Background: an optimization exercise with open tools, aiming at small area. Do not read the settings as production practice.
The RTL was checked by simulation tests, not by an equivalence proof against the original design.
Power figures rest on the tool's default switching activity, not on a simulated workload.

==> design.v <==
module tm1628_bus (
    input  wire       clk,
    input  wire       rst,
    input  wire       start,
    input  wire [2:0] kind,
    input  wire       wbit,
    output reg  [5:0] bc,         
    output wire       idle,
    output wire       done,       
    output wire       sample,     
    output reg        stb,
    output reg        sclk,
    output reg        dio_out,
    output reg        dio_oe
);
    localparam K_SB = 3'd0, K_RB = 3'd1, K_CMD = 3'd2, K_WR = 3'd3, K_SCAN = 3'd4;
    localparam B_IDLE  = 4'd0,
               B_DONE  = 4'd1,
               B_STBLO = 4'd2,
               B_WLO   = 4'd3,
               B_WDIO  = 4'd4,
               B_WHI   = 4'd5,
               B_ENDW  = 4'd6,
               B_STBHI = 4'd7,
               B_DIRIN = 4'd8,
               B_RLO   = 4'd9,
               B_RHI   = 4'd10,
               B_REST  = 4'd11;
    reg [3:0] bs;
    reg [2:0] ph;
    assign idle   = (bs == B_IDLE);
    assign done   = (bs == B_DONE);
    assign sample = (bs == B_RHI) && (ph == 3'd7);
    wire wlast = (bc[2:0] == 3'd7) && (kind != K_WR || bc[3]);
    wire rlast = (bc[2:0] == 3'd7) && (kind == K_RB || bc[5:3] == 3'd4);
    always @(posedge clk) begin
        ph <= ph + 3'd1;
        if (rst) begin
            bs      <= B_IDLE;
            stb     <= 1'b1;
            sclk    <= 1'b1;
            dio_out <= 1'b1;
            dio_oe  <= 1'b1;
        end else begin
            case (bs)
                B_IDLE: if (start) begin
                    ph <= 3'd0;
                    bc <= 6'd0;
                    case (kind)
                        K_SB:    bs <= B_WLO;
                        K_RB:    bs <= B_RLO;
                        default: bs <= B_STBLO;
                    endcase
                end
                B_DONE: bs <= B_IDLE;
                B_REST: begin
                    dio_oe  <= 1'b1;
                    dio_out <= 1'b1;
                    bs      <= B_DONE;
                end
                default: begin
                    if (ph == 3'd0) begin
                        case (bs)
                            B_STBLO:      stb     <= 1'b0;
                            B_WLO, B_RLO: sclk    <= 1'b0;
                            B_WDIO:       dio_out <= wbit;
                            B_WHI, B_RHI: sclk    <= 1'b1;
                            B_STBHI:      stb     <= 1'b1;
                            B_DIRIN:      dio_oe  <= 1'b0;
                            default: ;
                        endcase
                    end
                    if (ph == 3'd7) begin
                        case (bs)
                            B_STBLO: bs <= B_WLO;
                            B_WLO:   bs <= B_WDIO;
                            B_WDIO:  bs <= B_WHI;
                            B_WHI: begin
                                bc <= bc + 6'd1;
                                if (!wlast)              bs <= B_WLO;
                                else if (kind == K_SB)   bs <= B_DONE;
                                else if (kind == K_SCAN) bs <= B_DIRIN;
                                else                     bs <= B_ENDW;
                            end
                            B_ENDW:  bs <= B_STBHI;
                            B_STBHI: bs <= (kind == K_SCAN) ? B_REST : B_DONE;
                            B_DIRIN: begin bs <= B_RLO; bc <= 6'd0; end
                            B_RLO:   bs <= B_RHI;
                            B_RHI: begin
                                bc <= bc + 6'd1;
                                if (!rlast)            bs <= B_RLO;
                                else if (kind == K_RB) bs <= B_DONE;
                                else                   bs <= B_STBHI;
                            end
                            default: bs <= B_IDLE;
                        endcase
                    end
                end
            endcase
        end
    end
endmodule
module tm1628_ctrl (
    input  wire       clk,
    input  wire       rst,
    input  wire       req_valid,
    output wire       req_ready,
    input  wire [7:0] req_data,
    output wire       rsp_valid,
    input  wire       rsp_ready,
    output reg  [7:0] rsp_data,
    output wire       stb,
    output wire       sclk,
    output wire       dio_out,
    output wire       dio_oe,
    input  wire       dio_in
);
    localparam O_CHAR2SEG = 5'b00000, O_RENDER   = 5'b00001, O_DECODE   = 5'b00010,
               O_PUSHKEY  = 5'b00011, O_GETBRT   = 5'b00100, O_GETMODE  = 5'b00101,
               O_POPKEY   = 5'b00110, O_SHOWKEYS = 5'b00111,
               O_SENDCMD  = 5'b01000, O_SENDBYTE = 5'b01001, O_READBYTE = 5'b01010,
               O_SCANKEYS = 5'b01011, O_INITSEQ  = 5'b01100, O_SETBRT   = 5'b01101,
               O_SETMODE  = 5'b01110,
               O_WRREG    = 5'b10000, O_WRRAWB   = 5'b10001, O_WRRAW    = 5'b10011,
               O_WRGRID   = 5'b11000, O_SETTXT   = 5'b11001, O_CLRKEYS  = 5'b11010,
               O_UNKNOWN  = 5'b11111;
    localparam K_SB = 3'd0, K_RB = 3'd1, K_CMD = 3'd2, K_WR = 3'd3, K_SCAN = 3'd4;
    localparam M_TAG  = 3'd0, M_ARG  = 3'd1, M_LEN0 = 3'd2, M_LEN1 = 3'd3,
               M_STR  = 3'd4, M_EXEC = 3'd5, M_XFER = 3'd6, M_RSP  = 3'd7;
    function [7:0] char2seg(input [7:0] c);
        reg [7:0] u;
        begin
            u = (c >= 8'h61 && c <= 8'h7A) ? c - 8'h20 : c;
            case (u)
                "0": char2seg = 8'h3F;  "1": char2seg = 8'h06;
                "2": char2seg = 8'h5B;  "3": char2seg = 8'h4F;
                "4": char2seg = 8'h66;  "5": char2seg = 8'h6D;
                "6": char2seg = 8'h7D;  "7": char2seg = 8'h07;
                "8": char2seg = 8'h7F;  "9": char2seg = 8'h6F;
                "A": char2seg = 8'h77;  "B": char2seg = 8'h7C;
                "C": char2seg = 8'h39;  "D": char2seg = 8'h5E;
                "E": char2seg = 8'h79;  "F": char2seg = 8'h71;
                "G": char2seg = 8'h3D;  "H": char2seg = 8'h76;
                "I": char2seg = 8'h30;  "J": char2seg = 8'h1E;
                "K": char2seg = 8'h75;  "L": char2seg = 8'h38;
                "M": char2seg = 8'h15;  "N": char2seg = 8'h37;
                "O": char2seg = 8'h3F;  "P": char2seg = 8'h73;
                "Q": char2seg = 8'h6B;  "R": char2seg = 8'h33;
                "S": char2seg = 8'h6D;  "T": char2seg = 8'h78;
                "U": char2seg = 8'h3E;  "V": char2seg = 8'h3E;
                "W": char2seg = 8'h2A;  "X": char2seg = 8'h76;
                "Y": char2seg = 8'h6E;  "Z": char2seg = 8'h5B;
                default: char2seg = 8'h00;
            endcase
        end
    endfunction
    reg  [2:0]  mst;
    reg  [4:0]  op;
    reg  [4:0]  cnt;           
    reg  [15:0] rem;           
    reg         flag;          
    reg  [1:0]  mode;
    reg  [3:0]  brt;
    reg  [7:0]  A [0:13];      
    reg  [7:0]  G [0:6];       
    reg  [2:0]  gl;            
    reg  [2:0]  gfc;           
    reg         gsrc;          
    reg  [7:0]  Q [0:15];      
    reg  [3:0]  hp;            
    reg  [4:0]  qn;            
    reg         qw;            
    wire [2:0] ngrids = {1'b0, mode} + 3'd4;
    wire bad = (op == O_UNKNOWN) || (op == O_WRRAW && !flag) || (op == O_SETMODE && |A[13][7:2]);
    reg [2:0] kind;
    reg [4:0] xn;
    reg       gridop;
    always @(*) begin
        kind   = K_WR;
        xn     = 5'd0;
        gridop = 1'b0;
        case (op)
            O_SENDBYTE: begin kind = K_SB;   xn = 5'd1; end
            O_SENDCMD:  begin kind = K_CMD;  xn = 5'd1; end
            O_READBYTE: begin kind = K_RB;   xn = 5'd1; end
            O_WRREG:    begin kind = K_WR;   xn = 5'd1; end
            O_SCANKEYS: begin kind = K_SCAN; xn = 5'd1; end
            O_WRGRID, O_SETTXT, O_CLRKEYS: begin
                kind = K_WR; xn = {2'b00, ngrids}; gridop = 1'b1;
            end
            O_WRRAWB:   begin kind = K_WR; xn = 5'd14; end
            O_WRRAW:    begin kind = K_WR; xn = bad ? 5'd0 : 5'd14; end
            O_INITSEQ, O_SETBRT: begin kind = K_CMD; xn = 5'd3; end
            O_SETMODE:  begin kind = K_CMD; xn = bad ? 5'd0 : 5'd3; end
            default: ;
        endcase
    end
    wire [5:0] bc;
    wire       bus_idle, bus_done, bus_sample;
    wire       bus_start = (mst == M_XFER) && bus_idle && (cnt != xn);
    reg [7:0] b0, b1;
    always @(*) begin
        case (op)
            O_SENDBYTE, O_SENDCMD, O_WRREG: b0 = A[12];
            O_SCANKEYS:            b0 = 8'h42;
            O_WRGRID, O_SETTXT, O_CLRKEYS: b0 = {4'hC, cnt[2:0], 1'b0};
            O_WRRAWB, O_WRRAW:     b0 = {4'hC, cnt[3:0]};
            default: begin
                case (cnt[1:0])
                    2'd0:    b0 = {6'd0, mode};
                    2'd1:    b0 = 8'h40;
                    default: b0 = {4'h8, brt};
                endcase
            end
        endcase
        b1 = A[13];
    end
    wire [7:0] wbyte = (kind == K_WR && bc[3]) ? b1 : b0;
    wire       wbit  = wbyte[bc[2:0]];
    tm1628_bus u_bus (
        .clk     (clk),
        .rst     (rst),
        .start   (bus_start),
        .kind    (kind),
        .wbit    (wbit),
        .bc      (bc),
        .idle    (bus_idle),
        .done    (bus_done),
        .sample  (bus_sample),
        .stb     (stb),
        .sclk    (sclk),
        .dio_out (dio_out),
        .dio_oe  (dio_oe)
    );
    reg [4:0] top;
    always @(*) begin
        case (req_data)
            8'h01: top = O_SENDBYTE;  8'h02: top = O_SENDCMD;
            8'h03: top = O_READBYTE;  8'h10: top = O_CHAR2SEG;
            8'h11: top = O_RENDER;    8'h12: top = O_WRREG;
            8'h13: top = O_WRGRID;    8'h14: top = O_WRRAWB;
            8'h15: top = O_INITSEQ;   8'h20: top = O_SCANKEYS;
            8'h21: top = O_DECODE;    8'h22: top = O_PUSHKEY;
            8'h40: top = O_GETBRT;    8'h41: top = O_SETBRT;
            8'h45: top = O_SETTXT;    8'h46: top = O_GETMODE;
            8'h47: top = O_SETMODE;   8'h48: top = O_POPKEY;
            8'h49: top = O_CLRKEYS;   8'h4A: top = O_SHOWKEYS;
            8'h4B: top = O_WRRAW;
            default: top = O_UNKNOWN;
        endcase
    end
    reg arg_last;
    always @(*) begin
        case (op)
            O_WRREG:  arg_last = (cnt[3:0] == 4'd1);
            O_SETBRT: arg_last = (cnt[3:0] == 4'd3);
            O_DECODE: arg_last = (cnt[3:0] == 4'd4);
            O_WRRAWB: arg_last = (cnt[3:0] == 4'd13);
            default:  arg_last = 1'b1;
        endcase
    end
    assign req_ready = (mst == M_TAG) || (mst == M_ARG) || (mst == M_LEN0) ||
                       (mst == M_LEN1) || (mst == M_STR);
    wire req_fire = req_valid && req_ready;
    assign rsp_valid = (mst == M_RSP);
    wire rsp_fire = rsp_valid && rsp_ready;
    reg       dec_hit;
    reg [7:0] dec_chr;
    always @(*) begin
        dec_hit = 1'b1;
        if      (A[9][0])  dec_chr = "1";
        else if (A[9][1])  dec_chr = "2";
        else if (A[9][3])  dec_chr = "3";
        else if (A[9][4])  dec_chr = "4";
        else if (A[10][0]) dec_chr = "5";
        else if (A[10][1]) dec_chr = "6";
        else if (A[10][3]) dec_chr = "7";
        else if (A[10][4]) dec_chr = "8";
        else if (A[11][0]) dec_chr = "9";
        else if (A[11][1]) dec_chr = "0";
        else if (A[11][3]) dec_chr = "A";
        else if (A[11][4]) dec_chr = "B";
        else if (A[12][0]) dec_chr = "C";
        else if (A[12][1]) dec_chr = "D";
        else if (A[12][3]) dec_chr = "E";
        else if (A[12][4]) dec_chr = "F";
        else if (A[13][0]) dec_chr = "G";
        else if (A[13][1]) dec_chr = "H";
        else if (A[13][3]) dec_chr = "I";
        else if (A[13][4]) dec_chr = "J";
        else begin
            dec_hit = 1'b0;
            dec_chr = 8'h00;
        end
    end
    wire [7:0] cs     = char2seg(req_data);
    wire       is_dot = (req_data == 8'h2E);
    wire [7:0] lc     = req_data | 8'h20;
    wire       is_hex = (req_data >= "0" && req_data <= "9") || (lc >= "a" && lc <= "f");
    wire [3:0] hv     = req_data[6] ? req_data[3:0] + 4'd9 : req_data[3:0];
    wire str_fire   = (mst == M_STR) && req_valid;
    wire rnd_new    = str_fire && (op != O_WRRAW) && !is_dot && (cnt[2:0] < ngrids);   
    wire rnd_dot    = str_fire && (op != O_WRRAW) && is_dot && flag;                   
    wire hex_take   = str_fire && (op == O_WRRAW);
    wire [3:0] qidx = hp + ((op == O_SHOWKEYS) ? (cnt[3:0] - 4'd3) : 4'd0);
    wire [7:0] qr   = Q[qidx];
    reg [7:0] rnd_byte;
    always @(*) begin
        case (rem[2:0])
            3'd1: rnd_byte = A[13];
            3'd2: rnd_byte = A[12];
            3'd3: rnd_byte = A[11];
            3'd4: rnd_byte = A[10];
            3'd5: rnd_byte = A[9];
            3'd6: rnd_byte = A[8];
            3'd7: rnd_byte = A[7];
            default: rnd_byte = 8'h00;
        endcase
    end
    always @(*) begin
        if (cnt == 5'd0) begin
            rsp_data = {7'd0, bad};
        end else begin
            case (op)
                O_READBYTE, O_CHAR2SEG, O_RENDER, O_SCANKEYS: rsp_data = rnd_byte;
                O_DECODE:   rsp_data = (cnt == 5'd1) ? {7'd0, dec_hit} : dec_chr;
                O_POPKEY:   rsp_data = (cnt == 5'd1) ? {7'd0, qn != 5'd0} : qr;
                O_GETBRT:   rsp_data = {4'd0, brt};
                O_GETMODE:  rsp_data = {6'd0, mode};
                O_SHOWKEYS: begin
                    if (cnt == 5'd1)      rsp_data = {3'd0, qn};
                    else if (cnt == 5'd2) rsp_data = 8'h00;
                    else                  rsp_data = qr;
                end
                default:    rsp_data = 8'h00;
            endcase
        end
    end
    reg rsp_last;
    always @(*) begin
        if (bad) rsp_last = (cnt == 5'd0);
        else begin
            case (op)
                O_READBYTE, O_CHAR2SEG, O_GETBRT, O_GETMODE: rsp_last = (cnt == 5'd1);
                O_RENDER:   rsp_last = (cnt == 5'd7);
                O_SCANKEYS: rsp_last = (cnt == 5'd5);
                O_DECODE:   rsp_last = (cnt == (dec_hit ? 5'd2 : 5'd1));
                O_POPKEY:   rsp_last = (cnt == ((qn != 5'd0) ? 5'd2 : 5'd1));
                O_SHOWKEYS: rsp_last = (cnt == qn + 5'd2);
                default:    rsp_last = (cnt == 5'd0);
            endcase
        end
    end
    wire xfer_shift = (bus_done || mst == M_EXEC) && (op == O_WRRAWB || op == O_WRRAW);
    wire rsp_shift  = rsp_fire && (cnt != 5'd0) && (op == O_RENDER || op == O_SCANKEYS);
    wire arg_fire   = (mst == M_ARG) && req_valid;
    wire g_cap   = (mst == M_XFER) && gridop && !g_wr && !bc[3] && (gl == cnt[2:0]);
    wire g_copy  = g_wr && gsrc;
    wire one_shift = (mst == M_EXEC) && (op == O_SENDBYTE || op == O_SENDCMD);
    wire a_shift = arg_fire || one_shift || rnd_new || g_copy || (hex_take && !rem[0]) ||
                   (bus_sample && bc[2:0] == 3'd0) || xfer_shift || rsp_shift;
    integer i;
    always @(posedge clk) begin
        if (a_shift)
            for (i = 0; i < 13; i = i + 1) A[i] <= A[i + 1];
        if (arg_fire)
            A[13] <= (op == O_CHAR2SEG) ? cs : req_data;
        else if (rnd_new)
            A[13] <= cs;
        else if (rnd_dot)
            A[13][7] <= 1'b1;
        else if (hex_take)
            A[13] <= {A[13][3:0], hv};
        else if (bus_sample)
            A[13] <= {dio_in, A[13][7:1]};
        else if (g_cap)
            A[13] <= G[0];
        else if (xfer_shift)
            A[13] <= A[0];
        else if (rsp_shift || g_copy)
            A[13] <= 8'h00;
    end
    wire       g_wr  = (gfc != 3'd0);
    always @(posedge clk) begin
        for (i = 0; i < 6; i = i + 1) G[i] <= G[i + 1];
        G[6] <= g_wr ? (gsrc ? rnd_byte : 8'h00) : G[0];
        gl   <= (gfc == 3'd7) ? 3'd1 : (gl == 3'd6) ? 3'd0 : gl + 3'd1;
        if (rst || (mst == M_EXEC && op == O_CLRKEYS)) begin
            gfc  <= 3'd7;
            gsrc <= 1'b0;
        end else if (mst == M_EXEC && op == O_SETTXT) begin
            gfc  <= 3'd7;
            gsrc <= 1'b1;
        end else if (g_wr) begin
            gfc  <= gfc - 3'd1;
        end
    end
    wire [3:0] qwp   = hp + qn[3:0] - 4'd2;      
    wire       qport = qw && (qwp[1:0] == 2'd3);
    wire       q_pop = rsp_fire && rsp_last && op == O_POPKEY && qn != 5'd0;
    always @(posedge clk) begin
        for (i = 0; i < 16; i = i + 1) Q[i] <= Q[(i + 1) % 16];
        if (qport) Q[{qwp[3:2], 2'b11}] <= A[13];
        if (rst) hp <= 4'd0;
        else     hp <= hp - 4'd1 + {3'd0, q_pop};
    end
    always @(posedge clk) begin
        if (qport) qw <= 1'b0;
        if (rst) begin
            mst  <= M_TAG;
            mode <= 2'd2;
            brt  <= 4'd10;
            qn   <= 5'd0;
            qw   <= 1'b0;
        end else begin
            if (q_pop) qn <= qn - 5'd1;
            case (mst)
                M_TAG: if (req_valid) begin
                    op   <= top;
                    cnt  <= 5'd0;
                    flag <= 1'b0;
                    case (top)
                        O_UNKNOWN: mst <= M_RSP;
                        O_RENDER, O_SETTXT, O_WRRAW: mst <= M_LEN0;
                        O_SENDBYTE, O_SENDCMD, O_CHAR2SEG, O_PUSHKEY, O_SETMODE,
                        O_WRREG, O_SETBRT, O_DECODE, O_WRRAWB: mst <= M_ARG;
                        default: mst <= M_EXEC;
                    endcase
                end
                M_ARG: if (req_valid) begin
                    cnt <= cnt + 5'd1;
                    if (arg_last) mst <= M_EXEC;
                end
                M_LEN0: if (req_valid) begin
                    rem[7:0] <= req_data;
                    mst      <= M_LEN1;
                end
                M_LEN1: if (req_valid) begin
                    rem[15:8] <= req_data;
                    flag      <= (op == O_WRRAW) && ({req_data, rem[7:0]} == 16'd28);
                    if ({req_data, rem[7:0]} == 16'd0) mst <= M_EXEC;
                    else                               mst <= M_STR;
                end
                M_STR: if (req_valid) begin
                    rem <= rem - 16'd1;
                    if (rem == 16'd1) mst <= M_EXEC;
                    if (op == O_WRRAW) begin
                        if (!is_hex) flag <= 1'b0;
                    end else if (is_dot) begin
                        flag <= 1'b0;
                    end else if (cnt[2:0] < ngrids) begin
                        cnt  <= cnt + 5'd1;
                        flag <= 1'b1;
                    end else begin
                        flag <= 1'b0;
                    end
                end
                M_EXEC: begin
                    cnt      <= 5'd0;
                    case (op)
                        O_SCANKEYS: rem[2:0] <= 3'd5;
                        O_RENDER:   rem[2:0] <= cnt[2:0];
                        O_SETTXT:   rem[2:0] <= cnt[2:0];
                        default:    rem[2:0] <= 3'd1;
                    endcase
                    mst      <= M_XFER;
                    case (op)
                        O_CLRKEYS: qn <= 5'd0;
                        O_PUSHKEY: if (!qn[4]) begin
                            qn <= qn + 5'd1;
                            qw <= 1'b1;
                        end
                        O_SETBRT: begin
                            if (A[13][7])                            brt <= 4'd0;
                            else if (|{A[13], A[12], A[11], A[10][7:4]}) brt <= 4'd15;
                            else                                     brt <= A[10][3:0];
                        end
                        O_SETMODE: begin
                            if (!(|A[13][7:2])) mode <= A[13][1:0];
                        end
                        default: ;
                    endcase
                end
                M_XFER: begin
                    if (bus_done) cnt <= cnt + 5'd1;
                    if (bus_idle && cnt == xn) begin
                        mst <= M_RSP;
                        cnt <= 5'd0;
                    end
                end
                M_RSP: if (rsp_ready) begin
                    cnt <= cnt + 5'd1;
                    if (rsp_last) mst <= M_TAG;
                end
                default: mst <= M_TAG;
            endcase
        end
    end
endmodule
==> flow/run.sh <==
#!/bin/bash
# Standard layout, with these changes to how it is made: ABC maps the whole
# logic (adders included) with an area-oriented script, the port buffers are
# buf_1, and clock tree synthesis inserts no dummy loads.
set -euo pipefail
work=$(pwd)
rm -rf "$work/scripts"
cp -r "$FLOW_HOME/scripts" "$work/scripts"
cp "$work/flow/abc.script" "$work/scripts/abc_speed.script"
cts="-sink_clustering_enable -repair_clock_nets -sink_clustering_size 20 -sink_clustering_max_diameter 60 -buf_list sky130_fd_sc_hd__clkbuf_8 -dont_use_dummy_load"
bash "$work/standard.sh" "SCRIPTS_DIR=$work/scripts" "ADDER_MAP_FILE=" "CTS_ARGS=$cts" \
    "BUFFER_PORTS_ARGS=-inputs -outputs -buffer_cell sky130_fd_sc_hd__buf_1" finish > "$work/flow_make.log" 2>&1
==> flow/abc.script <==
&get -n
&st
&dch -f
&nf -R 1000 -p -F 10 -A 6 -C 24
&put
mfs2
&get -n
&st
&dch -f
&nf -R 1000 -p -F 10 -A 6 -C 24
&put
mfs2
&get -n
&st
&dch -f
&nf -R 1000 -p -F 10 -A 6 -C 24
&put
mfs2
&get -n
&st
&dch -f
&nf -R 1000 -p -F 10 -A 6 -C 24
&put
topo
==> standard.sh <==
#!/bin/bash
# synth_recipe.tcl (not shown) runs the flow's synth.tcl, then flattens the netlist and writes it again
# the make line also repeats each setting of config.mk as NAME=value (left out here)
make -C /OpenROAD-flow-scripts/flow DESIGN_CONFIG=/design/flow/config.mk WORK_HOME=/design/flow/orfs CLKGATE_MAP_FILE= SYNTH_SCRIPT=/design/flow/synth_recipe.tcl "${@:-finish}"
==> config.mk <==
export PLATFORM = sky130hd
export DESIGN_NAME = tm1628_ctrl
export DESIGN_NICKNAME = tm1628_ctrl
export VERILOG_FILES = /design/flow/design.v
export SDC_FILE = /design/flow/constraint.sdc
export NUM_CORES = 4
export LEC_CHECK = 0
export CAP_MARGIN = 20
export CORE_MARGIN = 2
export CORE_UTILIZATION = 70
export SLEW_MARGIN = 20
==> constraint.sdc <==
create_clock -name core_clock -period 10.0 [get_ports {clk}]
set_input_delay 2.0000 -clock core_clock [delete_from_list [all_inputs] [get_ports {clk}]]
set_output_delay 2.0000 -clock core_clock [all_outputs]
set_load 0.01 [all_outputs]
==> results of run 1 <==
## registers in the layout, indices dropped and copies added (netlist names), 2 cells and up
register and count:
u_bus.bs 4, gl 3, op 5, gfc 3, mode 2, G 56
brt 4, u_bus.bc 6, qn 5, A 112, rem 16, cnt 5
hp 4, u_bus.ph 3, Q 128, mst 3
## cell usage after synthesis (all sizes together), types with 13 or more instances
master  count
xor2       23
nor2b      16
mux4       35
a21oi      70
xnor2      27
nand4      13
o21ai      95
nand2     117
nand3      24
nor4       19
a222oi     18
mux2       30
clkinv     23
nor2      146
nand2b     31
a31oi      18
a22oi      13
dfxtp     221
edfxtp    145
nor3       50
and3       21
## routing by layer
metal	track usage	wire length, um	up-vias
met5	0	0	-
met4	0.106	1230	0
met3	0.0505	3660	98
met2	0.521	16900	676
met1	0.474	14800	5259
li1	-	-	5034
## power groups by stage
stage | combinational, W | sequential [W] | clock, W
2_1_floorplan | 0.000496 | 0.00200 | 0
3_3_place_gp | 0.000668 | 0.00207 | 0
3_5_place_dp | 0.000683 | 0.00209 | 0
4_1_cts | 0.000685 | 0.00205 | 0.000661
5_1_grt | 0.000764 | 0.00208 | 0.000705
6_report | 0.000700 | 0.00206 | 0.000657
## through the flow
stage                     worst slack [ns]  area [um^2]  total power (W)  utilization
after global routing                  3.35        15600          0.00355        0.752
after global placement                4.39        15300          0.00274        0.735
after detailed placement              4.31        15300          0.00277        0.735
after floorplan                       2.60        14700          0.00250            -
final                                 3.66        15600          0.00342        0.752
after CTS                             3.66        15600          0.00340        0.751
## critical path, delay by kind of cell (launching register included)
kind                      cells  cell delay [ns]
muxes                         2             0.88
buffers and inverters         2             0.70
xor gates and xnor gates      1             0.14
DFF                           1             0.62
AOI/OAI and AO/OA             3             0.49
and+or+nand+nor               4             0.93
## final timing paths
path | start | depth (start not counted) | to
worst max-delay path | op[0] | 12 | rsp_data[3]
worst min-delay path | Q[7][6] | 0 | Q[6][6]
worst max register to register | A[13][5] | 12 | cnt[1]
worst min register to register | Q[7][6] | 0 | Q[6][6]
## cells by family (layout without fill, tap and decap cells)
kind of cell / Yosys count / after routing
mux: 76 / 76
flops: 366 / 366
buf+inv: 23 / 88
xor+xnor: 50 / 50
simple gates: 473 / 473
compound gates: 305 / 305
## cell type report
class,instances,area [um^2],area share
clock buffer,25,344,0.0220
sequential,366,8780,0.561
multi-input combinational,904,5890,0.377
tap,275,344,0.0220
timing repair buffer,40,203,0.0130
inverter,23,86.3,0.00552
==> flow_summary.json, run 1 <==
{
  "clk_pin_slew_ns": 0.11,
  "synth_seq_cells": 366,
  "die_h_um": 149,
  "swShare": 0.328,
  "crit_fanout": 32,
  "worstSetupStartpointType": "flop",
  "arrival_ns": 4.34,
  "maxCapViolCount": 0,
  "dr.pass1.iters": 8,
  "cts_inserted_buffers": 25,
  "htree_levels": 1,
  "n_fill_cell": 1403,
  "grt_pass1_wl_mm": 56.9,
  "synthArstFlopShare": 0,
  "die_w_um": 149,
  "synth-compound-area-share": 0.133,
  "drt_iter0_drc": 1407,
  "dp.cells": 1608,
  "min_period_ns": 6.34,
  "cts_tree": "yes",
  "seqPwrFrac": 0.603,
  "clock_sinks": 366,
  "worstHoldPathType": "flop to flop",
  "rrSetupSlack_ns": 5.57,
  "drc": 0,
  "diodes": 0,
  "p_int_w": 0.00230,
  "via_count": 11067,
  "row_count": 53,
  "clockBufferDepth": 3,
  "tightest_slew_ns": 1.17,
  "worst_path_max_delay_cell": "edfxtp_1",
  "synth_xor_area_frac": 0.0297,
  "synth_cells": 1293,
  "grt_pass1_vias": 10381,
  "cts-root-buf": "clkbuf_8",
  "synthMuxAreaShare": 0.0839,
  "cts_resized": 0,
  "synth.largest_area_cell": "dfxtp_1",
  "wl_per_cell_um": 22.4,
  "cp-end-kind": "output pin",
  "cp_common_cell": "nor2_1",
  "post-route-period-util": 0.634,
  "gp_congestion": 0.979,
  "start_util": 0.707,
  "synth-simple-area-share": 0.152,
  "cp.required_ns": 8.00,
  "routed_wl_mm": 36.5,
  "dp_hpwl_mm": 25.9,
  "p_comb_frac": 0.205,
  "yosysSeqAreaShare": 0.596,
  "core-area_um2": 20800,
  "nets": 1373,
  "rsz0062_at_grt": "no",
  "pin_count": 27,
  "synth-edff-count": 145,
  "final_common_cell": "dfxtp_1",
  "postRouteAntennaNets": 0,
  "ys.flop_type": "dfxtp_1",
  "ir_drop_uv": 173,
  "path_class": "flop to output pin",
  "synth.distinct_cells": 55,
  "drive_above_1_share": 0.0574,
  "syn_nets": 1306,
  "maxSlewViolCount": 0,
  "syn_area_per_cell_um2": 11.4,
  "grt_start_max_net_pins": 71,
  "antenna_found_initial": 0,
  "synth-adder-area-share": 0,
  "grt_remaining_overflow": 0,
  "finalClockSkew_ns": 0.0505,
  "synth_warnings": 4,
  "syn_area_um2": 14700,
  "setup_viol": 0,
  "ctsHoldBuffers": 0,
  "io_buffers": 26,
  "synth_top_family_by_area": "simple AND/OR/NAND/NOR gates",
  "layout_common_cells": "dfxtp_1, nor2_1, edfxtp_1, nand2_1, o21ai_0",
  "hold_viol": 0,
  "power.switching_w": 0.00112,
  "leakage_nw": 5.38,
  "area_growth_pct": 6.23,
  "ys_top_cells_by_area": "dfxtp_1, edfxtp_1, mux4_2, nor2_1, o21ai_0",
  "final_cells": 1633,
  "dieArea_um2": 22200,
  "max_slew_margin": 0.217,
  "crit_chain": "and2_0 > nand3_1 > nor2_1 > xnor2_2 > buf_4 > mux4_2 > mux2_1 > o21ai_0 > o31ai_1 > a21oi_1 > nor2_1 > buf_1",
  "clock_latency_ns": 0.58,
  "tns_ns": 0,
  "fmax_mhz": 158,
  "grt_usage": 0.329,
  "hold_ws_ns": 0.302,
  "synth_top_cell_area_share": 0.300,
  "cts_setup_buffers": 0,
  "vias_per_cell": 6.78,
  "power.density_nw_per_um2": 218,
  "status": "finished clean",
  "critPathMaxStageDelay_ns": 0.62,
  "clkPwrFrac": 0.192
}
==> run 2: changes to the inputs <==
--- a/flow/run.sh
+++ b/flow/run.sh
@@ -7,6 +7,6 @@
 rm -rf "$work/scripts"
 cp -r "$FLOW_HOME/scripts" "$work/scripts"
 cp "$work/flow/abc.script" "$work/scripts/abc_speed.script"
-cts="-sink_clustering_enable -repair_clock_nets -sink_clustering_size 20 -sink_clustering_max_diameter 60 -buf_list sky130_fd_sc_hd__clkbuf_8 -dont_use_dummy_load"
+cts="-sink_clustering_enable -repair_clock_nets -sink_clustering_size 16 -sink_clustering_max_diameter 40 -buf_list sky130_fd_sc_hd__clkbuf_8 -dont_use_dummy_load"
 bash "$work/standard.sh" "SCRIPTS_DIR=$work/scripts" "ADDER_MAP_FILE=" "CTS_ARGS=$cts" \
     "BUFFER_PORTS_ARGS=-inputs -outputs -buffer_cell sky130_fd_sc_hd__buf_1" finish > "$work/flow_make.log" 2>&1
--- a/config.mk
+++ b/config.mk
@@ -7,5 +7,5 @@
 export LEC_CHECK = 0
 export CAP_MARGIN = 20
 export CORE_MARGIN = 2
-export CORE_UTILIZATION = 70
+export CORE_UTILIZATION = 60
 export SLEW_MARGIN = 20
==> run 2 against run 1 <==
Against the previous run:
- die area is 16% higher
- synthesized cell count stayed put
- combinational power hardly changed
- via count is 1.4% lower
- power is 4.9% higher
- worst hold slack better by 0.0022 ns
- largest cell class unchanged
==> flow_summary.json, run 2 <==
{
  "gp_congestion": 0.951,
  "rrSetupSlack_ns": 5.56,
  "maxCapViolCount": 0,
  "layout_common_cells": "dfxtp_1, edfxtp_1, nor2_1, nand2_1, o21ai_0",
  "syn_area_um2": 14700,
  "path_class": "flop to output pin",
  "clock_sinks": 366,
  "grt_pass1_wl_mm": 58.2,
  "final_cells": 1696,
  "regMostFlops": "Q",
  "final_common_cell": "dfxtp_1",
  "synth_seq_cells": 366,
  "dieArea_um2": 25800,
  "synthArstFlopShare": 0,
  "htree_levels": 2,
  "maxSlewViolCount": 0,
  "ir_drop_uv": 165,
  "ctsHoldBuffers": 0,
  "drt_iter0_drc": 1311,
  "final_util": 0.659,
  "row_count": 57,
  "post-route-period-util": 0.638,
  "drive_above_1_share": 0.0685,
  "setup_viol": 0,
  "start_util": 0.609,
  "cts-root-buf": "clkbuf_8",
  "max_slew_margin": 0.246,
  "netlist_top_cells_count": "dfxtp_1, nor2_1, edfxtp_1",
  "clk_pin_slew_ns": 0.09,
  "synth-edff-count": 145,
  "reg2reg_from": "A[13][5]",
  "worstSetupStartpointType": "flop",
  "cts_resized": 0,
  "vias_per_cell": 6.44,
  "crit_fanout": 32,
  "drc": 0,
  "reg_top3": "Q: 128 flops, A: 112 flops, G: 56 flops",
  "nets": 1387,
  "tightest_slew_ns": 1.13,
  "seqPwrFrac": 0.575,
  "pin_count": 27,
  "dp.cells": 1655,
  "syn_nets": 1306,
  "io_buffers": 26,
  "status": "finished clean",
  "swShare": 0.320,
  "min_period_ns": 6.38,
  "largest_reg_flops": 128,
  "n_fill_cell": 1886,
  "via_count": 10917,
  "wl_per_cell_um": 21.6,
  "grt_start_max_net_pins": 77,
  "diodes": 0,
  "rsz0062_at_grt": "no",
  "dp_hpwl_mm": 25.8,
  "p_int_w": 0.00244,
  "arrival_ns": 4.38,
  "finalClockSkew_ns": 0.0759,
  "timing.rr.end": "mst[0]",
  "cts_inserted_buffers": 41,
  "fmax_mhz": 157,
  "syn_area_per_cell_um2": 11.4,
  "leakage_nw": 5.49,
  "die_w_um": 161,
  "reg2reg_depth": 13,
  "routed_wl_mm": 36.6,
  "clockBufferDepth": 3,
  "ys.flop_type": "dfxtp_1",
  "grt_usage": 0.288,
  "postRouteAntennaNets": 0,
  "cp-end-kind": "output pin",
  "synth_cells": 1293,
  "cts_tree": "yes",
  "cts_setup_buffers": 0,
  "grt_remaining_overflow": 0,
  "synth_most_common_cell": "dfxtp_1",
  "core-area_um2": 24200,
  "stdcell_area_um2": 15900,
  "synth.distinct_cells": 55,
  "cp.required_ns": 8.00,
  "synth_top_cell_area_share": 0.300,
  "synth_warnings": 4,
  "placed_area_um2": 15400,
  "yosysSeqAreaShare": 0.596,
  "tns_ns": 0,
  "antenna_found_initial": 0,
  "clkPwrFrac": 0.229,
  "power.switching_w": 0.00115,
  "startpoint": "op[0]",
  "worstHoldPathType": "flop to flop",
  "ys_top_cells_by_area": "dfxtp_1, edfxtp_1, mux4_2, nor2_1, o21ai_0",
  "area_growth_pct": 8.09,
  "hold_viol": 0,
  "grt_pass1_vias": 10467,
  "clock_latency_ns": 0.57,
  "die_h_um": 161,
  "timing.critical_path.to": "rsp_data[3]",
  "dr.pass1.iters": 7,
  "p_comb_frac": 0.196,
  "power.density_nw_per_um2": 225,
  "synth.largest_area_cell": "dfxtp_1"
}
-- run 2: cell type report --
type | count | area, um^2 | area share
flip-flops and latches | 366 | 8780 | 0.551
multi-input cells | 904 | 5900 | 0.371
clock buffers | 41 | 564 | 0.0354
well taps | 324 | 405 | 0.0255
repair buffers | 38 | 188 | 0.0118
inverters | 23 | 86.3 | 0.00542
-- run 2: routing by layer --
metal  part of all wire  track usage  wire, um  up-vias
li1                   -            -         -     5076
met1               0.44        0.413     16000     5249
met2               0.45        0.446     16600      511
met3              0.084       0.0630      3090       81
met4              0.025       0.0848       904        0
met5                  0            0         0        -
-- run 2: per-stage QoR --
| stage | setup WS (ns) | hold slack [ns] | power, W |
|---|---|---|---|
| after floorplan | 2.60 | 0.310 | 0.00250 |
| after global placement | 4.30 | 0.310 | 0.00277 |
| after detailed placement | 4.22 | 0.312 | 0.00278 |
| after CTS | 3.66 | 0.305 | 0.00359 |
| after global routing | 3.40 | 0.308 | 0.00376 |
| final | 3.62 | 0.304 | 0.00359 |
-- run 2: kinds of logic (layout without fill, tap and decap cells) --
kind of cell	after synthesis	in the layout	synth area share
compound gates	305	305	0.133
xor+xnor	50	50	0.0297
buf+inv	23	102	0.00586
flops	366	366	0.596
mux	76	76	0.0839
simple gates	473	473	0.152
-- run 2: power groups by stage --
| stage | Clock, W | Sequential, W | Combinational, W |
|---|---|---|---|
| after floorplan | 0 | 0.00200 | 0.000496 |
| after global placement | 0 | 0.00208 | 0.000686 |
| after detailed placement | 0 | 0.00209 | 0.000687 |
| after CTS | 0.000842 | 0.00206 | 0.000689 |
| after global routing | 0.000896 | 0.00209 | 0.000773 |
| final | 0.000821 | 0.00206 | 0.000702 |
-- run 2: how the worst min path moves through the flow --
stage	startpoint	end	slack, ns	depth (start not counted)
6_report	G[2][3]	G[1][3]	0.30	0
5_1_grt	G[2][2]	G[1][2]	0.31	0
4_1_cts	G[2][2]	G[1][2]	0.31	0
3_5_place_dp	G[2][6]	G[1][6]	0.31	0
3_3_place_gp	G[2][6]	G[1][6]	0.31	0
2_1_floorplan	G[1][0]	G[0][0]	0.31	0
-- run 2: critical path: stages, from the launching register on --
cell	delay [ns]
edfxtp_1	0.61
and2_0	0.35
nand3_1	0.30
nor2_1	0.30
xnor2_2	0.14
buf_4	0.53
mux4_2	0.58
mux2_1	0.29
o21ai_0	0.20
o31ai_1	0.11
a21oi_1	0.19
nor2_1	0.09
buf_1	0.17
==> run 3: changes to the inputs <==
--- a/flow/run.sh
+++ b/flow/run.sh
@@ -7,6 +7,6 @@
 rm -rf "$work/scripts"
 cp -r "$FLOW_HOME/scripts" "$work/scripts"
 cp "$work/flow/abc.script" "$work/scripts/abc_speed.script"
-cts="-sink_clustering_enable -repair_clock_nets -sink_clustering_size 16 -sink_clustering_max_diameter 40 -buf_list sky130_fd_sc_hd__clkbuf_8 -dont_use_dummy_load"
+cts="-sink_clustering_enable -repair_clock_nets -sink_clustering_size 18 -sink_clustering_max_diameter 45 -buf_list {sky130_fd_sc_hd__clkbuf_8 sky130_fd_sc_hd__clkbuf_16} -dont_use_dummy_load"
 bash "$work/standard.sh" "SCRIPTS_DIR=$work/scripts" "ADDER_MAP_FILE=" "CTS_ARGS=$cts" \
     "BUFFER_PORTS_ARGS=-inputs -outputs -buffer_cell sky130_fd_sc_hd__buf_1" finish > "$work/flow_make.log" 2>&1
==> flow/abc.script (replaced) <==
&get -n
&st
&dch -f
&nf -R 1000 -p
&put
mfs2
&get -n
&st
&dch -f
&nf -R 1000 -p
&put
mfs2
&get -n
&st
&dch -f
&nf -R 1000 -p
&put
topo
--- a/config.mk
+++ b/config.mk
@@ -8,4 +8,5 @@
 export CAP_MARGIN = 20
 export CORE_MARGIN = 2
 export CORE_UTILIZATION = 60
+export GPL_TIMING_DRIVEN = 0
 export SLEW_MARGIN = 20
==> run 3 against run 2 <==
Against the previous run:
- worst setup slack got worse by 0.56 ns
- non-clock buffer count rose by 7
- combinational power increased by 3.6%
- final area is 4.1% higher
- area after synthesis increased by 0.64%
- critical path depth increased by 3
- final cell count grew 2.5%
- largest power group unchanged
==> flow_summary.json, run 3 <==
{
  "io_buffers": 26,
  "dieArea_um2": 26000,
  "cts_resized": 0,
  "seqCellArea_um2": 8780,
  "setup_viol": 0,
  "ir_drop_uv": 182,
  "die_w_um": 161,
  "timing.rr.end": "mst[1]",
  "drt_iter0_drc": 1359,
  "htree_levels": 2,
  "reg_top3": "Q: 128 flops, A: 112 flops, G: 56 flops",
  "synth.distinct_cells": 56,
  "syn_nets": 1347,
  "clk_pin_slew_ns": 0.07,
  "dp_hpwl_mm": 26.5,
  "clock_latency_ns": 0.53,
  "multi_input_area_um2": 6080,
  "placed_area_um2": 15700,
  "drive_above_1_share": 0.0594,
  "via_count": 11270,
  "leakage_nw": 5.75,
  "diodes": 0,
  "synthMuxAreaShare": 0.0697,
  "grt_remaining_overflow": 0,
  "maxCapViolCount": 0,
  "drc": 0,
  "cp.required_ns": 8.00,
  "largest_reg_flops": 128,
  "crit_fanout": 16,
  "grt_usage": 0.293,
  "gp_congestion": 0.937,
  "cts_tree": "yes",
  "antenna_found_initial": 1,
  "nets": 1430,
  "vias_per_cell": 6.48,
  "start_util": 0.610,
  "clock_sinks": 366,
  "tightest_slew_ns": 1.12,
  "startpoint": "op[4]",
  "maxSlewViolCount": 0,
  "synth-edff-count": 145,
  "synth_top_family_by_area": "simple AND/OR/NAND/NOR gates",
  "wl_per_cell_um": 21.7,
  "row_count": 57,
  "synth-simple-area-share": 0.156,
  "arrival_ns": 4.94,
  "post-route-period-util": 0.694,
  "ys_top_cells_by_area": "dfxtp_1, edfxtp_1, nor2_1, o21ai_0, mux4_2",
  "synth_xor_area_frac": 0.0301,
  "path_class": "flop to output pin",
  "die_h_um": 161,
  "reg2reg_depth": 12,
  "grt_start_max_net_pins": 29,
  "syn_area_um2": 14800,
  "routed_wl_mm": 37.7,
  "status": "finished clean",
  "hold_viol": 0,
  "synth-adder-area-share": 0,
  "min_period_ns": 6.94,
  "reg2reg_from": "A[13][7]",
  "stdcell_area_um2": 16600,
  "grt_pass1_vias": 10667,
  "n_fill_cell": 1874,
  "clockBufferDepth": 3,
  "core-area_um2": 24300,
  "synth.largest_area_cell": "dfxtp_1",
  "critPathMaxStageDelay_ns": 0.58,
  "synth-compound-area-share": 0.150,
  "ys.flop_type": "dfxtp_1",
  "final_common_cell": "dfxtp_1",
  "cts_setup_buffers": 0,
  "area_growth_pct": 11.8,
  "tns_ns": 0,
  "worst_path_max_delay_cell": "edfxtp_1",
  "regMostFlops": "Q",
  "grt_pass1_wl_mm": 59.6,
  "synth_cells": 1334,
  "finalClockSkew_ns": 0.0676,
  "synthArstFlopShare": 0,
  "synth_most_common_cell": "dfxtp_1",
  "whs_path_depth": 0,
  "rsz0062_at_grt": "no",
  "synth_top_cell_area_share": 0.298,
  "synth_seq_cells": 366,
  "cp-end-kind": "output pin",
  "postRouteAntennaNets": 0,
  "dr.pass1.iters": 6,
  "netlist_top_cells_count": "dfxtp_1, edfxtp_1, nor2_1",
  "pin_count": 27,
  "cts-root-buf": "clkbuf_16",
  "fmax_mhz": 144,
  "max_slew_margin": 0.249,
  "timing.critical_path.to": "rsp_data[3]",
  "worstSetupStartpointType": "flop",
  "power.density_nw_per_um2": 234,
  "layout_common_cells": "dfxtp_1, edfxtp_1, nor2_1, nand2_1, o21ai_0",
  "yosysSeqAreaShare": 0.592,
  "rrSetupSlack_ns": 5.95,
  "ctsHoldBuffers": 0,
  "synth_warnings": 4,
  "crit_chain": "nor2_1 > and2_0 > nand2_1 > nor3_1 > xnor2_1 > xor2_4 > buf_16 > buf_16 > mux4_2 > mux2_1 > o21ai_0 > a21oi_1 > o21ai_0 > a21oi_1 > buf_1",
  "worstHoldPathType": "flop to flop",
  "cts_inserted_buffers": 36,
  "syn_area_per_cell_um2": 11.1
}
-- run 3: cell types whose count changed in the layout (fill, tap and decap cells not counted), sizes merged, moves of 6 or more --
| cell | change |
|---|---|
| a21oi | +18 |
| mux4 | -15 |
| nand2b | -9 |
| a222oi | -6 |
| mux2i | +9 |
| a211oi | +6 |
| or3 | +7 |
| buf | +7 |
| o21ai | +10 |
| clkinv | -13 |
| a22oi | +13 |
-- run 3: cells by family after synthesis --
kind of cell / count (synthesis)
muxes: 74
and+or+nand+nor: 482
DFF: 366
xor gates and xnor gates: 51
buffers and inverters: 10
AOI/OAI and AO/OA: 351
-- run 3: stage by stage --
step / util / hold slack [ns] / cells / worst slack [ns] / power (W)
after CTS: 0.681 / 0.312 / 1737 / 3.11 / 0.00388
after global routing: 0.681 / 0.321 / 1739 / 2.73 / 0.00405
after floorplan: - / 0.310 / 1334 / 2.23 / 0.00247
final: 0.681 / 0.315 / 1739 / 3.06 / 0.00388
after global placement: 0.630 / 0.310 / 1684 / -0.346 / 0.00273
after detailed placement: 0.644 / 0.312 / 1701 / 3.63 / 0.00277
-- run 3: report_power, final --
group          internal, W  switching (W)
registers          0.00181       0.000216
clock network     0.000632       0.000492
logic             0.000267       0.000459
total              0.00271        0.00117
-- run 3: routing by layer --
metal,track usage,vias up,part of all wire
li1,-,5240,-
met1,0.424,5487,0.44
met2,0.459,472,0.46
met3,0.0501,71,0.076
met4,0.0848,0,0.024
met5,0,-,0
-- run 3: layout make-up --
class                      instances  share of cell area
timing repair buffer              45              0.0220
clock buffer                      36              0.0544
inverter                          10             0.00227
tap                              324              0.0245
multi-input combinational        958               0.367
sequential                       366               0.530
-- run 3: how the worst min path moves through the flow --
stage	start	slack, ns	end
after detailed placement	G[3][3]	0.31	G[2][3]
after global placement	G[5][5]	0.31	G[4][5]
after floorplan	G[1][0]	0.31	G[0][0]
final	G[6][5]	0.32	G[5][5]
after CTS	G[3][3]	0.31	G[2][3]
after global routing	G[6][6]	0.32	G[5][6]
-- run 3: critical path: cells and delay by family, from the launching register on --
family / cells / cell delay (ns)
AND/OR/NAND/NOR: 4 / 1.18
multiplexers: 2 / 0.80
buffers and inverters: 3 / 0.57
XOR/XNOR: 2 / 0.75
AO/OA/AOI/OAI: 4 / 0.55
flip-flops: 1 / 0.58
==> run 4: changes to the inputs <==
--- a/flow/run.sh
+++ b/flow/run.sh
@@ -7,6 +7,6 @@
 rm -rf "$work/scripts"
 cp -r "$FLOW_HOME/scripts" "$work/scripts"
 cp "$work/flow/abc.script" "$work/scripts/abc_speed.script"
-cts="-sink_clustering_enable -repair_clock_nets -sink_clustering_size 18 -sink_clustering_max_diameter 45 -buf_list {sky130_fd_sc_hd__clkbuf_8 sky130_fd_sc_hd__clkbuf_16} -dont_use_dummy_load"
+cts="-sink_clustering_enable -repair_clock_nets -sink_clustering_size 18 -sink_clustering_max_diameter 60 -buf_list sky130_fd_sc_hd__clkbuf_8 -dont_use_dummy_load"
 bash "$work/standard.sh" "SCRIPTS_DIR=$work/scripts" "ADDER_MAP_FILE=" "CTS_ARGS=$cts" \
     "BUFFER_PORTS_ARGS=-inputs -outputs -buffer_cell sky130_fd_sc_hd__buf_1" finish > "$work/flow_make.log" 2>&1
==> flow/abc.script (replaced) <==
&get -n
&st
&dch -f
&nf -R 1000 -p -F 10 -A 6 -C 24
&put
mfs2
&get -n
&st
&dch -f
&nf -R 1000 -p -F 10 -A 6 -C 24
&put
mfs2
&get -n
&st
&dch -f
&nf -R 1000 -p -F 10 -A 6 -C 24
&put
mfs2
&get -n
&st
&dch -f
&nf -R 1000 -p -F 10 -A 6 -C 24
&put
topo
--- a/config.mk
+++ b/config.mk
@@ -7,6 +7,5 @@
 export LEC_CHECK = 0
 export CAP_MARGIN = 20
 export CORE_MARGIN = 2
-export CORE_UTILIZATION = 60
-export GPL_TIMING_DRIVEN = 0
+export CORE_UTILIZATION = 40
 export SLEW_MARGIN = 20
==> run 4 against run 3 <==
Against the previous run:
- still clean on timing, DRC and antenna
- clock skew grew 0.028 ns
- combinational power shrank 2.9%
- via count shrank 4.0%
- flip-flop and latch count is the same
- final cell count grew 5.2%
- global-route usage shrank 9.8 points
- utilization shrank 24 points
- non-clock buffer count shrank 6
- wire length shrank 0.29%
- worst hold slack lost 0.033 ns
- largest power group unchanged
- highest routed layer unchanged
==> flow_summary.json, run 4 <==
{
  "area_growth_pct": 8.32,
  "synth_cells": 1293,
  "tightest_slew_ns": 1.06,
  "placed_area_um2": 15500,
  "diodes": 0,
  "ys_top_cells_by_area": "dfxtp_1, edfxtp_1, mux4_2, nor2_1, o21ai_0",
  "fmax_mhz": 157,
  "synth_top_cell_area_share": 0.300,
  "grt_busiest_layer": "met2",
  "cp.required_ns": 8.00,
  "tns_ns": 0,
  "synth.largest_area_cell": "dfxtp_1",
  "crit_fanout": 32,
  "start_util": 0.404,
  "status": "finished clean",
  "core-area_um2": 36400,
  "synth-edff-count": 145,
  "regMostFlops": "Q",
  "maxCapViolCount": 0,
  "ctsHoldBuffers": 0,
  "arrival_ns": 4.38,
  "finalClockSkew_ns": 0.0951,
  "cts_resized": 0,
  "drive_above_1_share": 0.0617,
  "dieArea_um2": 38400,
  "use_met2": 0.300,
  "die_w_um": 196,
  "clock_sinks": 366,
  "antenna_found_initial": 0,
  "yosysSeqAreaShare": 0.596,
  "layout_common_cells": "dfxtp_1, edfxtp_1, nor2_1, nand2_1, o21ai_0",
  "io_buffers": 26,
  "stdcell_area_um2": 16000,
  "reg_top3": "Q: 128 flops, A: 112 flops, G: 56 flops",
  "drc": 0,
  "syn_area_per_cell_um2": 11.4,
  "cts_setup_buffers": 0,
  "synth.distinct_cells": 55,
  "dr.pass1.iters": 8,
  "postLayoutSetupSlackWorst_ns": 3.62,
  "syn_area_um2": 14700,
  "worstSetupStartpointType": "flop",
  "max_slew_margin": 0.292,
  "cts_inserted_buffers": 30,
  "ys.flop_type": "dfxtp_1",
  "drt_iter0_drc": 1262,
  "synth_seq_cells": 366,
  "setup_viol": 0,
  "routed_wl_mm": 37.6,
  "dp_slack_ns": 4.22,
  "cts_tree": "yes",
  "worstHoldPathType": "flop to flop",
  "grt_pass1_vias": 10409,
  "grt_remaining_overflow": 0,
  "die_h_um": 196,
  "grt_usage": 0.195,
  "synthArstFlopShare": 0,
  "min_period_ns": 6.38,
  "grt_pass1_wl_mm": 59.4,
  "synth_most_common_cell": "dfxtp_1",
  "grt_start_max_net_pins": 63,
  "ir_drop_uv": 134,
  "power.density_nw_per_um2": 218,
  "row_count": 70,
  "cp-end-kind": "output pin",
  "grtUsageMet3": 0.0344,
  "final_common_cell": "dfxtp_1",
  "path_class": "flop to output pin",
  "pin_count": 27,
  "post-route-period-util": 0.638,
  "gp_congestion": 0.933,
  "postRouteAntennaNets": 0,
  "clk_pin_slew_ns": 0.10,
  "hold_viol": 0,
  "use_met1": 0.282,
  "leakage_nw": 5.41,
  "hold_ws_ns": 0.282,
  "rsz0062_at_grt": "no",
  "synth_warnings": 4,
  "via_count": 10824,
  "nets": 1377,
  "maxSlewViolCount": 0,
  "cts-root-buf": "clkbuf_8",
  "htree_levels": 1,
  "wl_per_cell_um": 20.5,
  "clockBufferDepth": 3,
  "syn_nets": 1306,
  "final_util": 0.438,
  "vias_per_cell": 5.91,
  "clock_latency_ns": 0.63,
  "dp_hpwl_mm": 26.3,
  "largest_reg_flops": 128,
  "netlist_top_cells_count": "dfxtp_1, nor2_1, edfxtp_1"
}
run 4: cell types whose count changed after synthesis, sizes merged, moves of 6 or more:
cell    previous run  this run
a21oi             88        70
or3               14         7
a22oi             26        13
mux2i             20        11
a211oi            15         9
clkinv            10        23
o21ai            105        95
nand2b            22        31
a222oi            12        18
mux4              20        35
run 4: cells by family (layout without fill, tap and decap cells):
family,count (synthesis),count (layout),synth area share
compound gates,305,305,0.133
xor+xnor,50,50,0.0297
simple gates,473,473,0.152
mux,76,76,0.0839
buf+inv,23,92,0.00586
flops,366,366,0.596
run 4: power by group:
part	switching, W	internal (W)	total (W)
clock	0.000444	0.000266	0.000710
combinational	0.000466	0.000240	0.000706
sequential	0.000227	0.00183	0.00206
total	0.00114	0.00234	0.00348
run 4: final cells by class:
type                       instances  area (um^2)
timing repair buffer              39          195
clock buffer                      30          413
fill                            3425        20500
inverter                          23         86.3
sequential                       366         8780
multi-input combinational        904         5900
tap                              468          586
run 4: path summary, 6_finish.rpt:
| kind | startpoint | endpoint | slack, ns | cells after the start |
|---|---|---|---|---|
| max reg2reg | A[13][3] | mst[0] | 5.55 | 13 |
| min reg2reg | Q[14][6] | Q[13][6] | 0.28 | 0 |
| min | Q[14][6] | Q[13][6] | 0.28 | 0 |
| max | op[0] | rsp_data[1] | 3.62 | 12 |
run 4: per-stage QoR:
| stage | power [W] | instances |
|---|---|---|
| after floorplan | 0.00250 | 1293 |
| after global placement | 0.00277 | 1800 |
| after detailed placement | 0.00278 | 1800 |
| after CTS | 0.00349 | 1830 |
| after global routing | 0.00365 | 1830 |
| final | 0.00348 | 1830 |
run 4: per-layer routing:
metal	share of wire	vias to the layer above
li1	-	5059
met1	0.46	5290
met2	0.44	408
met3	0.075	67
met4	0.026	0
met5	0	-
run 4: critical path: stages, from the launching register on:
cell and delay, ns:
edfxtp_1 0.65, and2_0 0.33, nand3_1 0.26, nor2_1 0.27
xnor2_2 0.14, buf_4 0.53, mux4_2 0.58, mux4_2 0.47
clkinv_1 0.06, o32ai_1 0.07, a21oi_1 0.15, nor2_1 0.09
buf_1 0.18
==> run 5: changes to the inputs <==
--- a/config.mk
+++ b/config.mk
@@ -7,5 +7,5 @@
 export LEC_CHECK = 0
 export CAP_MARGIN = 20
 export CORE_MARGIN = 2
-export CORE_UTILIZATION = 40
+export CORE_UTILIZATION = 60
 export SLEW_MARGIN = 20
==> run 5 against run 4 <==
Against the previous run:
- still clean on timing, DRC and antenna
- flip-flop and latch count did not move
- final area decreased by 1.3%
- worst hold slack better by 0.014 ns
- final cell count fell by 8.0%
- area after synthesis unchanged
- count of clock-buffer cells in the layout is 1 lower
- fmax decreased by 1.3%
- critical path depth did not move
- wire length fell by 2.7%
- largest power group unchanged
==> flow_summary.json, run 5 <==
{
  "status": "finished clean",
  "syn_area_per_cell_um2": 11.4,
  "startpoint": "op[0]",
  "dr.pass1.iters": 6,
  "finalClockSkew_ns": 0.0670,
  "p_int_w": 0.00233,
  "postRouteAntennaNets": 0,
  "timing.rr.end": "mst[0]",
  "via_count": 10852,
  "dp_hpwl_mm": 25.8,
  "ir_drop_uv": 131,
  "ctsHoldBuffers": 0,
  "critPathMaxStageDelay_ns": 0.62,
  "top_layer": "met4",
  "p_comb_frac": 0.203,
  "hold_viol": 0,
  "cts-root-buf": "clkbuf_8",
  "die_h_um": 161,
  "synth.distinct_cells": 55,
  "reg2reg_from": "A[13][5]",
  "power.density_nw_per_um2": 220,
  "crit_buf_inv": 2,
  "crit_chain": "and2_0 > nand3_1 > nor2_1 > xnor2_2 > buf_4 > mux4_2 > mux2_1 > o21ai_0 > o31ai_1 > a21oi_1 > nor2_1 > buf_1",
  "clockBufferDepth": 3,
  "cts_inserted_buffers": 29,
  "leakage_nw": 5.40,
  "worst_path_max_delay_cell": "edfxtp_1",
  "final_cells": 1684,
  "timing.critical_path.to": "rsp_data[3]",
  "cts_setup_buffers": 0,
  "grt_usage": 0.285,
  "gp_congestion": 0.951,
  "wl_met1_mm": 16.1,
  "rsz0062_at_grt": "no",
  "met3RoutedLength_mm": 2.90,
  "cts_tree": "yes",
  "pin_count": 27,
  "die_w_um": 161,
  "diodes": 0,
  "route.met2.wl_mm": 16.5,
  "reg_top3": "Q: 128 flops, A: 112 flops, G: 56 flops",
  "syn_nets": 1306,
  "synth_cells": 1293,
  "rrSetupSlack_ns": 5.54,
  "grt_remaining_overflow": 0,
  "ys.flop_type": "dfxtp_1",
  "grt_pass1_vias": 10355,
  "start_util": 0.609,
  "ys_top_cells_by_area": "dfxtp_1, edfxtp_1, mux4_2, nor2_1, o21ai_0",
  "drc": 0,
  "wl_per_cell_um": 21.7,
  "cp-end-kind": "output pin",
  "cts_resized": 0,
  "dp.cells": 1655,
  "core-area_um2": 24200,
  "row_count": 57,
  "power.switching_w": 0.00113,
  "tns_ns": 0,
  "nets": 1375,
  "regMostFlops": "Q",
  "cp_common_cell": "nor2_1",
  "fmax_mhz": 155,
  "synthArstFlopShare": 0,
  "synth_warnings": 4,
  "dieArea_um2": 25800,
  "p_total_w": 0.00346,
  "maxCapViolCount": 0,
  "clock_sinks": 366,
  "worstHoldPathType": "flop to flop",
  "worstSetupStartpointType": "flop",
  "swShare": 0.326,
  "synth_top_cell_area_share": 0.300,
  "clock_latency_ns": 0.63,
  "drt_iter0_drc": 1328,
  "min_period_ns": 6.46,
  "antenna_found_initial": 0,
  "seqPwrFrac": 0.596,
  "final_common_cell": "dfxtp_1",
  "synth_seq_cells": 366,
  "crit_family": "simple AND/OR/NAND/NOR gates",
  "maxSlewViolCount": 0,
  "area_growth_pct": 6.96,
  "vias_per_cell": 6.44,
  "netlist_top_cells_count": "dfxtp_1, nor2_1, edfxtp_1",
  "postLayoutSetupSlackWorst_ns": 3.54,
  "synth_most_common_cell": "dfxtp_1",
  "grt_start_max_net_pins": 77,
  "path_class": "flop to output pin",
  "yosysSeqAreaShare": 0.596,
  "tightest_slew_ns": 1.11,
  "htree_levels": 1,
  "synth.largest_area_cell": "dfxtp_1",
  "max_slew_margin": 0.257,
  "reg2reg_depth": 13,
  "io_buffers": 26,
  "drive_above_1_share": 0.0603,
  "crit_fanout": 32,
  "synth-edff-count": 145,
  "clk_pin_slew_ns": 0.10,
  "post-route-period-util": 0.646,
  "cp_num_cells": 12,
  "arrival_ns": 4.46,
  "dp_slack_ns": 4.22,
  "cp.required_ns": 8.00,
  "grt_pass1_wl_mm": 58.1,
  "routed_wl_mm": 36.5,
  "setup_viol": 0,
  "largest_reg_flops": 128,
  "syn_area_um2": 14700,
  "layout_common_cells": "dfxtp_1, edfxtp_1, nor2_1, nand2_1, o21ai_0",
  "clkPwrFrac": 0.201
}
[run 5: cell counts after synthesis]
Identical to the previous run, type by type.
[run 5: cell families (layout without fill, tap and decap cells)]
family	after synthesis	in the layout	synth area share
mux	76	76	0.0839
flops	366	366	0.596
buf+inv	23	90	0.00586
simple gates	473	473	0.152
compound gates	305	305	0.133
xor+xnor	50	50	0.0297
[run 5: cell type report]
type	instances	area (um^2)
sequential	366	8780
fill	1905	8420
multi-input combinational	904	5900
tap	324	405
clock buffer	29	399
timing repair buffer	38	188
inverter	23	86.3
[run 5: per-layer routing]
metal | GRT usage | vias up
met1 | 0.415 | 5257
met4 | 0.0783 | 0
met2 | 0.445 | 471
li1 | - | 5047
met5 | 0 | -
met3 | 0.0537 | 77
[run 5: worst min path at each step]
stage                 start      end  slack, ns  cells after the start
floorplan           G[1][0]  G[0][0]       0.31                      0
global placement    G[2][6]  G[1][6]       0.31                      0
detailed placement  G[2][6]  G[1][6]       0.31                      0
CTS                 Q[1][5]  Q[0][5]       0.30                      0
global route        Q[1][5]  Q[0][5]       0.30                      0
finish              Q[1][5]  Q[0][5]       0.30                      0
[run 5: through the flow]
step	utilization	area, um^2	hold WS, ns
after floorplan	-	14700	0.310
after global placement	0.635	15400	0.310
after detailed placement	0.635	15400	0.312
after CTS	0.652	15800	0.300
after global routing	0.652	15800	0.299
final	0.652	15800	0.296
[run 5: power by group through the flow]
stage	Clock, W	Combinational [W]	Sequential [W]
final	0.000696	0.000703	0.00206
after floorplan	0	0.000496	0.00200
after detailed placement	0	0.000687	0.00209
after global placement	0	0.000686	0.00208
after global routing	0.000762	0.000774	0.00209
after CTS	0.000713	0.000689	0.00206
==> run 6: changes to the inputs <==
--- a/config.mk
+++ b/config.mk
@@ -5,7 +5,7 @@
 export SDC_FILE = /design/flow/constraint.sdc
 export NUM_CORES = 4
 export LEC_CHECK = 0
-export CAP_MARGIN = 20
+export CAP_MARGIN = 5
 export CORE_MARGIN = 2
 export CORE_UTILIZATION = 60
-export SLEW_MARGIN = 20
+export SLEW_MARGIN = 5
==> run 6 against run 5 <==
Against the previous run:
- fmax grew 0.20%
- sequential power about the same
- clock skew down 0.013 ns
- wire length is 0.48% lower
- non-clock buffer count unchanged
- highest routed layer is now met5
==> flow_summary.json, run 6 <==
{
  "regMostFlops": "Q",
  "pin_count": 27,
  "via_count": 10839,
  "syn_nets": 1306,
  "largest_reg_flops": 128,
  "synth_cells": 1293,
  "power.density_nw_per_um2": 219,
  "die_w_um": 161,
  "area_growth_pct": 6.82,
  "dp.cells": 1655,
  "ctsHoldBuffers": 0,
  "syn_area_per_cell_um2": 11.4,
  "drt_iter0_drc": 1435,
  "die_h_um": 161,
  "synth_top_cell_area_share": 0.300,
  "clockBufferDepth": 3,
  "io_buffers": 26,
  "worstHoldPathType": "flop to flop",
  "gp_congestion": 0.951,
  "dp_hpwl_mm": 25.8,
  "leakage_nw": 5.39,
  "grt_pass1_wl_mm": 58.0,
  "status": "finished clean",
  "arrival_ns": 4.45,
  "dieArea_um2": 25800,
  "ys_top_cells_by_area": "dfxtp_1, edfxtp_1, mux4_2, nor2_1, o21ai_0",
  "hold_ws_ns": 0.294,
  "drive_above_1_share": 0.0581,
  "post-route-period-util": 0.645,
  "grt_usage": 0.285,
  "netlist_top_cells_count": "dfxtp_1, nor2_1, edfxtp_1",
  "rsz0062_at_grt": "no",
  "tightest_slew_ns": 1.16,
  "max_slew_margin": 0.221,
  "nets": 1374,
  "cts_tree": "yes",
  "core-area_um2": 24200,
  "maxSlewViolCount": 0,
  "cts_resized": 0,
  "setup_viol": 0,
  "start_util": 0.609,
  "synthArstFlopShare": 0,
  "postRouteAntennaNets": 0,
  "cp-end-kind": "output pin",
  "layout_common_cells": "dfxtp_1, nor2_1, edfxtp_1, nand2_1, o21ai_0",
  "hold_viol": 0,
  "clock_sinks": 366,
  "postLayoutSetupSlackWorst_ns": 3.55,
  "grt_remaining_overflow": 0,
  "seqCellArea_um2": 8780,
  "wl_per_cell_um": 21.6,
  "row_count": 57,
  "synth_seq_cells": 366,
  "synth-edff-count": 145,
  "final_common_cell": "dfxtp_1",
  "syn_area_um2": 14700,
  "final_cells": 1683,
  "grt_start_max_net_pins": 77,
  "yosysSeqAreaShare": 0.596,
  "n_fill_cell": 1880,
  "drc": 0,
  "dr.pass1.iters": 8,
  "synth.distinct_cells": 55,
  "cts_setup_buffers": 0,
  "multi_input_area_um2": 5890,
  "synth_most_common_cell": "dfxtp_1",
  "vias_per_cell": 6.44,
  "min_period_ns": 6.45,
  "clock_latency_ns": 0.61,
  "maxCapViolCount": 0,
  "routed_wl_mm": 36.4,
  "crit_fanout": 32,
  "fmax_mhz": 155,
  "clk_pin_slew_ns": 0.10,
  "worstSetupStartpointType": "flop",
  "path_class": "flop to output pin",
  "grt_pass1_vias": 10306,
  "tns_ns": 0,
  "ir_drop_uv": 130,
  "reg_top3": "Q: 128 flops, A: 112 flops, G: 56 flops",
  "dp_slack_ns": 4.21,
  "final_util": 0.651,
  "synth_warnings": 4,
  "finalClockSkew_ns": 0.0535,
  "synth.largest_area_cell": "dfxtp_1",
  "cts_inserted_buffers": 28,
  "cts-root-buf": "clkbuf_8",
  "diodes": 0,
  "ys.flop_type": "dfxtp_1",
  "htree_levels": 1,
  "cp.required_ns": 8.00,
  "antenna_found_initial": 1
}
## run 6: per-stage QoR
step	total power (W)	instance area, um^2
floorplan	0.00250	14700
global placement	0.00277	15400
detailed placement	0.00278	15400
CTS	0.00345	15700
global route	0.00361	15700
finish	0.00344	15700
## run 6: cell families after synthesis
logic type / synth area share
buf+inv: 0.00586
mux: 0.0839
flops: 0.596
compound gates: 0.133
xor+xnor: 0.0297
simple gates: 0.152
## run 6: power breakdown
group          leakage [nW]  total, W  internal, W  switching [W]
registers              3.12   0.00206      0.00183       0.000228
logic                  2.07  0.000697     0.000240       0.000457
clock network         0.201  0.000686     0.000249       0.000437
total                  5.39   0.00344      0.00232        0.00112
## run 6: area by class of cell
class	count	share of cell area
Sequential cell	366	0.558
Multi-Input combinational cell	904	0.374
Tap cell	324	0.0258
Clock buffer	28	0.0245
Timing Repair Buffer	38	0.0119
Inverter	23	0.00549
## run 6: metal layers
metal / up-vias / wire length, um / GRT usage
met2: 527 / 16200 / 0.433
li1: 5043 / - / -
met3: 84 / 2880 / 0.0511
met4: 2 / 1220 / 0.0901
met1: 5183 / 16100 / 0.421
met5: - / 17 / 0
## run 6: path summary, 6_finish.rpt
check	slack [ns]	depth (start not counted)	endpoint	startpoint
worst min-delay path	0.29	0	Q[14][6]	Q[15][6]
worst max-delay path	3.55	12	rsp_data[3]	op[0]
worst max register to register	5.58	13	mst[0]	op[0]
worst min register to register	0.29	0	Q[14][6]	Q[15][6]
## run 6: worst max-delay path, cell delays in order (launching register included)
cell	delay (ns)
edfxtp_1	0.64
and2_0	0.34
nand3_1	0.28
nor2_1	0.29
xnor2_2	0.14
buf_4	0.52
mux4_2	0.58
mux2_1	0.29
o21ai_0	0.21
o31ai_1	0.12
a21oi_1	0.18
nor2_1	0.09
buf_1	0.17

what the ideal ports hide:
How much do the figures lean on ideal ports? The routed layouts below were timed once more, with nothing changed but the port constraints. Step 1: set_driving_cell puts a clkbuf_16 on clk and a buf_2 on each other input, an assumption about the parent block. Step 2 times the ports against the registers' clock, not the clock port: input delays grow and output delays shrink by t, the midpoint of the rising clock arrivals with the driver on. a / b / c = no drivers / after step 1 / after step 2; a / b = the first two.
| run | t, ns | setup slack, ns | clock arrival spread, ns |
|---|---|---|---|
| run 1 | 0.605 | 3.662 / 3.617 / 4.221 | 0.053 / 0.053 |
| run 2 | 0.576 | 3.621 / 3.577 / 4.153 | 0.076 / 0.076 |
| run 3 | 0.548 | 3.060 / 3.007 / 3.555 | 0.068 / 0.068 |
| run 4 | 0.628 | 3.624 / 3.578 / 4.143 | 0.095 / 0.096 |
| run 5 | 0.621 | 3.541 / 3.497 / 4.119 | 0.095 / 0.095 |
| run 6 | 0.617 | 3.554 / 3.507 / 4.124 | 0.084 / 0.084 |
After both steps setup and hold are still met in every run listed.
